Source: an optimization exercise on an open RTL-to-GDS flow (aim: small area, a short achievable clock period and few clock cycles). Production flows keep margins and buffers that such runs may drop.
The RTL was checked by simulation tests, not by an equivalence proof against the original design.
No activity file was given, so power comes from the tool's default toggle rates.

## scrb_line
module scrb_line (
    input  wire        clk,
    input  wire        rst,         
    input  wire        cmd_valid,
    output wire        cmd_ready,
    input  wire [15:0] cmd_x1,      
    input  wire [15:0] cmd_y1,      
    input  wire [15:0] cmd_x2,      
    input  wire [15:0] cmd_y2,      
    input  wire [7:0]  cmd_width,   
    input  wire [10:0] cmd_w,       
    input  wire [10:0] cmd_h,       
    output wire        px_valid,
    input  wire        px_ready,
    output wire [9:0]  px_x,
    output wire [9:0]  px_y,
    output wire        done
);
Size in the first run: about 650 flip-flops.
make LEC_CHECK=0 CAP_MARGIN=20 CORE_MARGIN=2 CORE_UTILIZATION=40 PLACE_DENSITY=0.6 SETUP_SLACK_MARGIN=5 SLEW_MARGIN=20 finish   # period 11.0 ns
run.sh (not shown) runs the stock make flow with config.mk's settings and CLKGATE_MAP_FILE= SYNTH_SCRIPT=/design/flow/synth_recipe.tcl, a recipe that flattens the netlist after the stock synthesis.
Testbench counts at the start, summed over its fixed seeds: cycles 395,644.
Edit:
--- a/flow/design.v
+++ b/flow/design.v
@@ -165,47 +165,30 @@
     wire o_hl  = rb_hl > sbw1;
     wire o_hi  = rb_hi > sbw1;
     wire i_lo  = rb_lo <= sbw1;
     wire i_hh  = rb_hh <= sbw1;
     wire [9:0] s1s = rb_lo[11] ? 10'd0 : rb_lo[9:0];
     wire [9:0] s1e = hole ? (o_hl ? bw1 : rb_hl[9:0]) : (o_hi ? bw1 : rb_hi[9:0]);
     wire [9:0] s2s = rb_hh[11] ? 10'd0 : rb_hh[9:0];
     wire [9:0] s2e = o_hi ? bw1 : rb_hi[9:0];
     wire v1    = i_lo && !(hole ? rb_hl[11] : rb_hi[11]);
     wire v2    = hole && i_hh && !rb_hi[11];
-    wire e_last = (e_x == e_end);
-    wire ov_a   = !e_v || e_last;          
-    wire ov_b   = !e_v;
-    wire [9:0] ld_x   = e2_v ? e2_s : (v1 ? s1s : s2s);
-    wire [9:0] ld_end = e2_v ? e2_e : (v1 ? s1e : s2e);
-    wire       ld_v   = e2_v || (rb_v && (v1 || v2));
-    wire       ld_v2  = !e2_v && rb_v && v1 && v2;
-    wire       tk     = !e2_v && rb_v;     
-    wire [9:0] ey_inc = e_first ? e_y : e_y + {{9{!sy}}, 1'b1};
-    wire [9:0] ex_a   = ov_a ? ld_x : e_x + 10'd1;
-    wire [9:0] ex_b   = ov_b ? ld_x : e_x;
-    wire [9:0] een_a  = ov_a ? ld_end : e_end;
-    wire [9:0] een_b  = ov_b ? ld_end : e_end;
-    wire       ev_a   = ov_a ? ld_v : e_v;
-    wire       ev_b   = ov_b ? ld_v : e_v;
-    wire       ev2_a  = ov_a ? ld_v2 : e2_v;
-    wire       ev2_b  = ov_b ? ld_v2 : e2_v;
-    wire       tk_a   = ov_a && tk;
-    wire       tk_b   = ov_b && tk;
-    wire       take_rb = px_ready ? tk_a : tk_b;
+    wire fire     = e_v && px_ready;
+    wire seg_over = !e_v || (fire && (e_x == e_end));
+    wire take_rb  = seg_over && !e2_v && rb_v;
     reg  cr, dn;                    
     wire fin = dn;
     wire last_step = setup && (step == 3'd7);
     wire setup_n = (cmd_valid && cr) || (setup && !last_step);
     wire run_n   = last_step || (run && !fin);
     wire emp_n   = !wact && !pa_pv && !pa_eor && !pb_pv && !pb_eor && !pe_pv && !pe_eor &&
-                   !pc_eor && !rb_v && !e2_v && (!e_v || (px_ready && e_last)) && !last_step;
+                   !pc_eor && !rb_v && !e2_v && (!e_v || (fire && (e_x == e_end))) && !last_step;
     assign cmd_ready = cr;
     assign done      = fin;
     assign px_valid  = e_v;
     assign px_x      = e_x;
     assign px_y      = e_y;
     always @(posedge clk) begin
         if (cmd_ready) begin
             wpx   <= {{2{cmd_x1[15]}}, cmd_x1};
             rowy  <= {cmd_y1[15], cmd_y1};
             dx    <= {cmd_x2[15], cmd_x2};
@@ -319,27 +302,36 @@
         if (pc_eor) begin
             rb_lo   <= n_lo;
             rb_hi   <= n_hi;
             rb_hl   <= n_hl;
             rb_hh   <= n_hh;
         end
         ac_lo <= (pc_eor || rst) ?  12'sd2047 : n_lo;
         ac_hi <= (pc_eor || rst) ? -12'sd2048 : n_hi;
         ac_hl <= (pc_eor || rst) ? -12'sd2048 : n_hl;
         ac_hh <= (pc_eor || rst) ?  12'sd2047 : n_hh;
-        e_x   <= px_ready ? ex_a : ex_b;
-        e_end <= px_ready ? een_a : een_b;
+        if (seg_over) begin
+            if (e2_v) begin
+                e_x   <= e2_s;
+                e_end <= e2_e;
+            end else begin
+                e_x   <= v1 ? s1s : s2s;
+                e_end <= v1 ? s1e : s2e;
+                e2_s  <= s2s;
+                e2_e  <= s2e;
+            end
+        end else if (fire) begin
+            e_x <= e_x + 10'd1;
+        end
         if (take_rb) begin
-            e2_s    <= s2s;
-            e2_e    <= s2e;
             e_first <= 1'b0;
-            e_y     <= ey_inc;
+            if (!e_first) e_y <= e_y + {{9{!sy}}, 1'b1};
         end
         if (rst) begin
             setup   <= 1'b0;
             step    <= 3'd0;
             cr      <= 1'b1;
             dn      <= 1'b0;
             run     <= 1'b0;
             wact    <= 1'b0;
             pa_pv   <= 1'b0;
             pa_eor  <= 1'b0;
@@ -365,15 +357,22 @@
             end
             if (wgo && rowend && (!(cap || cap_now) || nrow_past))
                 wact <= 1'b0;
             pa_pv   <= wgo && rel && rowvis;
             pa_eor  <= wgo && rowend && rowvis;
             pb_pv   <= pa_pv;  pb_eor <= pa_eor;
             pe_pv   <= pb_pv;  pe_eor <= pb_eor;
             pc_eor  <= pe_eor;
             if (pc_eor) rb_v <= 1'b1;
             else if (take_rb) rb_v <= 1'b0;
-            e_v  <= px_ready ? ev_a : ev_b;
-            e2_v <= px_ready ? ev2_a : ev2_b;
+            if (seg_over) begin
+                if (e2_v) begin
+                    e_v  <= 1'b1;
+                    e2_v <= 1'b0;
+                end else begin
+                    e_v  <= rb_v && (v1 || v2);
+                    e2_v <= rb_v && v1 && v2;
+                end
+            end
         end
     end
 endmodule
Effect:
- count of clock-buffer cells in the layout falls by 10
- worst hold slack is better by 0.0035 ns
- first-iteration DRC count falls slightly
- critical path depth goes up by 2
- synthesized area fell slightly
- clock power goes up by a few percent
- cell area hardly moves
- sequential power goes up slightly
- flip-flop and latch count is unchanged
- final cell count falls slightly
- die area drops slightly
- setup slack got worse by 0.32 ns
Testbench counts after the change, summed over its fixed seeds: cycles 395,644.

port drivers added, routing unchanged:
In the flow no input, the clock included, has a driving cell. The finished layouts below were timed again as built, in two steps. Step 1: set_driving_cell puts a clkbuf_16 on clk and a buf_2 on each other input, an assumption about the parent block. Step 2, shift: input delay + t, output delay - t, t = (earliest + latest rising clock arrival at the registers) / 2. This alone moves slack from input paths to output paths. a / b / c = ideal ports / drivers / drivers and shift; a / b = the first two.
| run | t (ns) | setup slack, ns | hold slack, ns | worst setup path after step 2 | cell pins on the clock port's net |
|---|---|---|---|---|---|
| the first run | 0.702 | 6.420 / 6.461 / 5.759 | 0.320 / 0.320 / 0.320 | input to register | 1 |
| the second run | 0.722 | 6.100 / 6.142 / 5.420 | 0.324 / 0.324 / 0.324 | input to register | 1 |
After both steps every run listed still meets setup and hold. The setup slack of the second run, which loses most, moves by +0.042 ns with the drivers and by -0.680 ns with both steps.
